From an optimization exercise on the open Yosys and OpenROAD flow, aimed at small area, a short achievable clock period and few clock cycles; shortcuts taken in it are not production practice.
In this exercise RTL edits were held to simulation tests only and were not proved equivalent to the original.
No activity file was given, so power comes from the tool's default toggle rates.

== build 61 ==
==> flow/design.v (excerpt) <==
module wnaf_expander (
    input  wire       clk,
    input  wire       rst,           
    input  wire       req_valid,
    output wire       req_ready,
    input  wire       req_we,
    input  wire [8:0] req_addr,
    input  wire [7:0] req_wdata,
    output reg        rsp_valid,
    output reg        rsp_err,
    output reg  [7:0] rsp_rdata
);
export LEC_CHECK = 0
export CAP_MARGIN = 20
export CORE_MARGIN = 2
export CORE_UTILIZATION = 35
export CTS_BUF_LIST = sky130_fd_sc_hd__clkbuf_8
export CTS_CLUSTER_DIAMETER = 60
export CTS_CLUSTER_SIZE = 14
export PLACE_DENSITY = 0.55
export SETUP_SLACK_MARGIN = 4.4
export SLEW_MARGIN = 20
create_clock -name core_clock -period 7.0 [get_ports {clk}]
run.sh (not shown) runs the stock make flow with config.mk's settings and CLKGATE_MAP_FILE= SYNTH_SCRIPT=/design/flow/synth_recipe.tcl, a recipe that flattens the netlist after the stock synthesis.
Build 61 finished every stage and its layout cleared the timing, DRC and antenna checks.
Testbench counts of build 61, summed over its fixed seeds: cycles 28,474.
Here is what was changed in the inputs of build 26 compared with build 61.
# build 61
export LEC_CHECK = 0
export CAP_MARGIN = 20
export CORE_MARGIN = 2
export CORE_UTILIZATION = 35
export CTS_BUF_LIST = sky130_fd_sc_hd__clkbuf_8
export CTS_CLUSTER_DIAMETER = 60
export CTS_CLUSTER_SIZE = 14
export PLACE_DENSITY = 0.55
export SETUP_SLACK_MARGIN = 4.4
export SLEW_MARGIN = 20
create_clock -name core_clock -period 7.0 [get_ports {clk}]
# build 26
export LEC_CHECK = 0
export CAP_MARGIN = 20
export CORE_MARGIN = 2
export CORE_UTILIZATION = 35
export CTS_CLUSTER_DIAMETER = 80
export CTS_CLUSTER_SIZE = 20
export PLACE_DENSITY = 0.55
export SETUP_SLACK_MARGIN = 4.6
export SLEW_MARGIN = 20
create_clock -name core_clock -period 7.0 [get_ports {clk}]
==> run summary <==
Diff build 26 and build 61: clock insertion delay at the later pin of the skew report lower in build 26. Compared with build 61, build 26 shows area growth from synthesis to layout higher by 3.8 points. Status: cell area reported after detailed placement parity (build 26, build 61). In build 26 the relative contribution of the clock network to total power turned out 2.7 points higher than in build 61. Compared with build 61, build 26 ends up with a larger final cell area. Largest net degree at the start of global routing: higher on build 61. Build 26 vs build 61: total length of routed wires down. Of build 26 and build 61, it is build 26 that has the higher non-clock buffer contribution to total cell area. Status: switching power of the nets parity (build 61, build 26). Relative to build 61, fraction of area in clock buffers and inverters has increased by 0.48 points in build 26.
Inputs modified between build 26 and build 77:
# build 26
export LEC_CHECK = 0
export CAP_MARGIN = 20
export CORE_MARGIN = 2
export CORE_UTILIZATION = 35
export CTS_CLUSTER_DIAMETER = 80
export CTS_CLUSTER_SIZE = 20
export PLACE_DENSITY = 0.55
export SETUP_SLACK_MARGIN = 4.6
export SLEW_MARGIN = 20
create_clock -name core_clock -period 7.0 [get_ports {clk}]
# build 77
export LEC_CHECK = 0
export CAP_MARGIN = 20
export CORE_MARGIN = 2
export CORE_UTILIZATION = 35
export CTS_CLUSTER_DIAMETER = 80
export CTS_CLUSTER_SIZE = 20
export PLACE_DENSITY = 0.55
export SETUP_SLACK_MARGIN = 4.4
export SLEW_MARGIN = 20
create_clock -name core_clock -period 7.0 [get_ports {clk}]
--- outcome ---
Looking at final hold slack across build 26 and build 77, the one that comes out lower is build 77. Standard cell area after detailed placement of build 26 is on par with build 77. Build 77 vs build 26, met2 capacity usage during global routing went down by 0.47 points. When the final numbers for build 26 and build 77 were put side by side, the path length in cells of the critical path turned out to be greater in build 77. Per the comparison of build 77 with build 26, total power draw increased 2.2%; sequential cell power essentially unchanged; length in cells of the worst reg-to-reg path increased 1. The footprint of the multi-input gates of build 77 falls short of that of build 26 by 4.2%. The half-perimeter wire length after detailed placement in build 77 was higher than what build 26 gave.

========
The RTL this note starts from:
==> flow/design.v <==
module wnaf_expander (
    input  wire       clk,
    input  wire       rst,           
    input  wire       req_valid,
    output wire       req_ready,
    input  wire       req_we,
    input  wire [8:0] req_addr,
    input  wire [7:0] req_wdata,
    output reg        rsp_valid,
    output reg        rsp_err,
    output reg  [7:0] rsp_rdata
);
    localparam [1:0] PH_IDLE  = 2'd0,
                     PH_BUSY  = 2'd1,
                     PH_DONE  = 2'd2,
                     PH_FAULT = 2'd3;
    reg [7:0]   scalar [0:31];   
    reg [31:0]  svalid;
    reg [7:0]   w;
    reg [1:0]   phase;
    reg [1:0]   fcause;
    reg         cout;
    reg [7:0]   ring [0:31];     
    reg         rp;              
    reg [1:0]   ws;              
    reg [4:0]   q;               
    reg [2:0]   r;
    reg [5:0]   bm;              
    reg         stall;           
    reg         ld;              
    reg [7:0]   tgt;             
    assign req_ready = ~(stall | ld);
    wire accept = req_valid & ~(stall | ld);
    wire sel_digit  = req_addr[8];
    wire sel_scalar = (req_addr[8:5] == 4'b0000);
    wire sel_w      = (req_addr == 9'h020);
    wire sel_cmd    = (req_addr == 9'h021);
    wire sel_status = (req_addr == 9'h022);
    wire sel_fcause = (req_addr == 9'h023);
    wire ph_idle  = (phase == PH_IDLE);
    wire ph_busy  = (phase == PH_BUSY);
    wire ph_done  = (phase == PH_DONE);
    wire ph_fault = (phase == PH_FAULT);
    wire srdy = &svalid;
    wire [7:0] status = {3'b000, srdy, ph_done & cout, ph_fault, ph_done, ph_busy};
    wire host_can_write = ph_idle | ph_done;
    wire is_expand = (req_wdata == 8'h01);
    wire is_srst   = (req_wdata == 8'h02);
    wire wr_scalar = accept & req_we & sel_scalar & host_can_write;
    wire wr_w      = accept & req_we & sel_w & host_can_write;
    wire do_expand = accept & req_we & sel_cmd & is_expand & host_can_write;
    wire do_srst   = accept & req_we & sel_cmd & is_srst & ~ph_busy;
    wire badw  = (w[7:2] != 6'b000001);
    wire short = ~srdy;
    wire start = do_expand & ~badw & ~short;
    wire [7:0] pos = {q, r};
    wire [7:0] b0  = rp ? ring[1] : ring[0];             
    wire [7:0] b1  = rp ? ring[2] : ring[1];             
    wire       bm1 = rp ? ring[0][7] : ring[31][7];      
    wire [16:0] v = {(q == 5'd31) ? 8'h00 : b1, b0, (q == 5'd0) ? 1'b0 : bm1};
    wire [7:0]  u = v[r +: 8];                    
    wire [5:0] wfill = {ws == 2'd3, ws >= 2'd2, ws != 2'd0, 3'b111};   
    wire       s_start = ~bm[0] & (u[1] ^ u[0]);
    wire [5:0] s_bm    = s_start ? wfill : {1'b0, bm[5:1]};
    reg  [7:0] s_digit;
    always @(*) begin
        case (ws)
            2'd0: s_digit = {{5{u[4]}}, u[4:2], 1'b1};
            2'd1: s_digit = {{4{u[5]}}, u[5:2], 1'b1};
            2'd2: s_digit = {{3{u[6]}}, u[6:2], 1'b1};
            default: s_digit = {{2{u[7]}}, u[7:2], 1'b1};
        endcase
        if (!s_start) s_digit = 8'h00;
    end
    reg [7:0] c_in;        
    reg [7:0] c_st;        
    reg [5:0] c_bm;        
    integer ci, cj;
    always @(*) begin
        for (ci = 0; ci < 8; ci = ci + 1) begin
            c_in[ci] = 1'b0;
            for (cj = 0; cj < 6; cj = cj + 1)
                if (ci - cj >= 0)
                    c_in[ci] = c_in[ci] | ((r == ci - cj) & bm[cj]);
        end
        for (ci = 0; ci < 8; ci = ci + 1) begin
            c_st[ci] = (ci >= r) & (v[ci + 1] ^ v[ci]) & ~c_in[ci];
            for (cj = 1; cj <= 6; cj = cj + 1)
                if (ci - cj >= 0 && (cj <= 3 || (cj == 4 && ws != 2'd0) ||
                                     (cj == 5 && ws[1]) || (cj == 6 && ws == 2'd3)))
                    c_st[ci] = c_st[ci] & ~c_st[ci - cj];
        end
        for (ci = 0; ci < 6; ci = ci + 1) begin
            c_bm[ci] = 1'b0;
            for (cj = 0; cj < 6; cj = cj + 1)
                if (cj >= ci + 1)
                    c_bm[ci] = c_bm[ci] | ((r == 8 + ci - cj) & bm[cj]);
            for (cj = 0; cj < 8; cj = cj + 1)
                if (8 + ci - cj <= 3)
                    c_bm[ci] = c_bm[ci] | c_st[cj];
                else if (8 + ci - cj <= 6)
                    c_bm[ci] = c_bm[ci] | (c_st[cj] & (ws >= (8 + ci - cj - 3)));
        end
    end
    wire rd_digit = accept & ~req_we & sel_digit & ph_done;
    wire [7:0] ra = stall ? tgt : req_addr[7:0];
    wire hit = (ra == pos);
    wire dig_now  = (rd_digit | stall) & hit;       
    wire dig_wait = rd_digit & ~hit;                
    wire seek = stall & ~hit;
    wire seek_single = (tgt[7:3] == q) & (tgt[2:0] > r);
    reg       resp_err;
    reg [7:0] resp_data;
    always @(*) begin
        resp_err  = 1'b1;
        resp_data = 8'h80;
        if (req_we) begin
            if (wr_scalar | wr_w | do_expand | do_srst) begin
                resp_err  = 1'b0;
                resp_data = 8'h00;
            end
        end else begin
            if (sel_digit) begin
                if (ph_done) begin
                    resp_err  = 1'b0;
                    resp_data = s_digit;
                end
            end else if (sel_scalar) begin
                resp_err  = 1'b0;
                resp_data = svalid[req_addr[4:0]] ? scalar[req_addr[4:0]] : 8'h00;
            end else if (sel_w) begin
                resp_err  = 1'b0;
                resp_data = w;
            end else if (sel_status) begin
                resp_err  = 1'b0;
                resp_data = status;
            end else if (sel_fcause) begin
                resp_err  = 1'b0;
                resp_data = {6'b000000, fcause};
            end
        end
        if (stall) begin
            resp_err  = 1'b0;
            resp_data = s_digit;
        end
    end
    always @(posedge clk) begin
        if (rst) begin
            rsp_valid <= 1'b0;
            rsp_err   <= 1'b0;
            rsp_rdata <= 8'h00;
        end else begin
            rsp_valid <= (accept & ~dig_wait) | (stall & hit);
            if (accept | stall) begin
                rsp_err   <= resp_err;
                rsp_rdata <= resp_data;
            end
        end
    end
    always @(posedge clk) begin
        if (rst) begin
            phase  <= PH_IDLE;
            fcause <= 2'b00;
            stall  <= 1'b0;
        end else if (do_srst) begin
            phase  <= PH_IDLE;
            fcause <= 2'b00;
        end else if (do_expand) begin
            if (badw | short) begin
                phase  <= PH_FAULT;
                fcause <= {short, badw};
            end else begin
                phase <= scalar[31][7] ? PH_BUSY : PH_DONE;
            end
        end else if (ph_busy) begin
            if (~ld && q == 5'd31)
                phase <= PH_DONE;
        end else begin
            if (dig_wait)
                stall <= 1'b1;
            else if (stall & hit)
                stall <= 1'b0;
        end
    end
    wire scan      = ph_busy & ~ld;
    wire mv_byte   = scan | (seek & ~seek_single);
    wire mv_single = (seek & seek_single) | (~seek & dig_now);
    always @(posedge clk) begin
        if (start) begin
            q    <= 5'd0;
            r    <= 3'd0;
            bm   <= 6'd0;
            cout <= 1'b0;
        end else if (mv_byte) begin
            q  <= q + 5'd1;
            r  <= 3'd0;
            bm <= (q == 5'd31) ? 6'd0 : c_bm;
            if (scan && q == 5'd31)
                cout <= v[8] & ~c_bm[0];
        end else if (mv_single) begin
            if (r == 3'd7)
                q <= q + 5'd1;
            r  <= r + 3'd1;
            bm <= (pos == 8'd255) ? 6'd0 : s_bm;
        end
        if (dig_wait)
            tgt <= req_addr[7:0];
    end
    always @(posedge clk) begin
        if (rst) begin
            rp <= 1'b0;
            ld <= 1'b0;
        end else begin
            rp <= ~start & ~ld & (mv_byte | (mv_single & (r == 3'd7)));
            ld <= start;
        end
    end
    integer k;
    always @(posedge clk) begin
        if (ld) begin
            for (k = 0; k < 32; k = k + 1)
                ring[k] <= scalar[k];
            ws <= w[1:0];
        end else if (rp) begin
            for (k = 0; k < 32; k = k + 1)
                ring[k] <= ring[(k + 1) % 32];
        end
    end
    always @(posedge clk) begin
        if (rst || do_srst) begin
            svalid <= 32'h0;
            w      <= 8'h00;
        end else begin
            if (wr_scalar)
                svalid[req_addr[4:0]] <= 1'b1;
            if (wr_w)
                w <= req_wdata;
        end
    end
    always @(posedge clk) begin
        if (wr_scalar)
            scalar[req_addr[4:0]] <= req_wdata;
    end
endmodule
export LEC_CHECK = 0
export CAP_MARGIN = 20
export CORE_MARGIN = 2
export CORE_UTILIZATION = 35
export PLACE_DENSITY = 0.55
export SETUP_SLACK_MARGIN = 4.5
export SLEW_MARGIN = 20
create_clock -name core_clock -period 7.0 [get_ports {clk}]
Testbench counts at the start, summed over its fixed seeds: cycles 28,456.
Change:
- CORE_UTILIZATION: 35 -> 55
- CTS_BUF_LIST: not set -> sky130_fd_sc_hd__clkbuf_8
- PLACE_DENSITY: 0.55 -> 0.7
- SETUP_SLACK_MARGIN: 4.5 -> 3.5
Outcome: Final area is lower by roughly a tenth. Setup slack got worse by 0.40 ns. Worst hold slack got worse by 0.017 ns. Die area is lower by a quarter to a third. Power is lower by a little under a tenth.
Change:
- CORE_UTILIZATION: 55 -> 35
- CTS_BUF_LIST: sky130_fd_sc_hd__clkbuf_8 -> not set
- PLACE_DENSITY: 0.7 -> 0.55
- SETUP_SLACK_MARGIN: 3.5 -> 1.0
Result: Clock-buffer cell count shrinks by 29. Final area grows by 0.36%. Combinational power shrinks by about 2%.
Change:
- SETUP_SLACK_MARGIN: 1.0 -> 2.5
Routed wire length is higher slightly. Total power is higher slightly. Worst setup slack improves by 0.081 ns. Utilization hardly moves.

## port drivers added, routing unchanged
In the flow no input, the clock included, has a driving cell. The finished layouts below were timed again as built, in two steps. Step 1 sets driving cells, clkbuf_16 on the clock port and buf_2 on the other inputs (assumed; they add their load-dependent delay and slew). Step 2, shift: input delay + t, output delay - t, t = (earliest + latest rising clock arrival at the registers) / 2. This alone moves slack from input paths to output paths. Three values: ideal ports, drivers, drivers and shift; two values: the first two.
run | t, ns | setup slack, ns | worst register clock-pin slew, ns | worst data-port slew with drivers (ns) | cell pins on the clock port's net
build 61 | 0.756 | 4.340 / 4.275 / 3.769 | 0.11 / 0.11 | 0.05 | 1
build 26 | 0.649 | 4.291 / 4.291 / 3.961 | 0.09 / 0.09 | 0.04 | 1
build 77 | 0.669 | 4.392 / 4.353 / 3.886 | 0.09 / 0.09 | 0.05 | 1
the first run of note 2 | 0.691 | 4.003 / 3.701 / 3.011 | 0.07 / 0.07 | 0.41 | 1
the second run of note 2 | 0.718 | 3.600 / 3.628 / 2.910 | 0.07 / 0.07 | 0.06 | 1
the third run of note 2 | 0.691 | 2.395 / 2.429 / 1.738 | 0.07 / 0.07 | 0.05 | 1
the fourth run of note 2 | 0.671 | 2.477 / 2.516 / 1.845 | 0.06 / 0.06 | 0.04 | 1
After both steps every run listed still meets setup and hold. The setup slack of the first run of note 2, which loses most, moves by -0.302 ns with the drivers and by -0.992 ns with both steps.
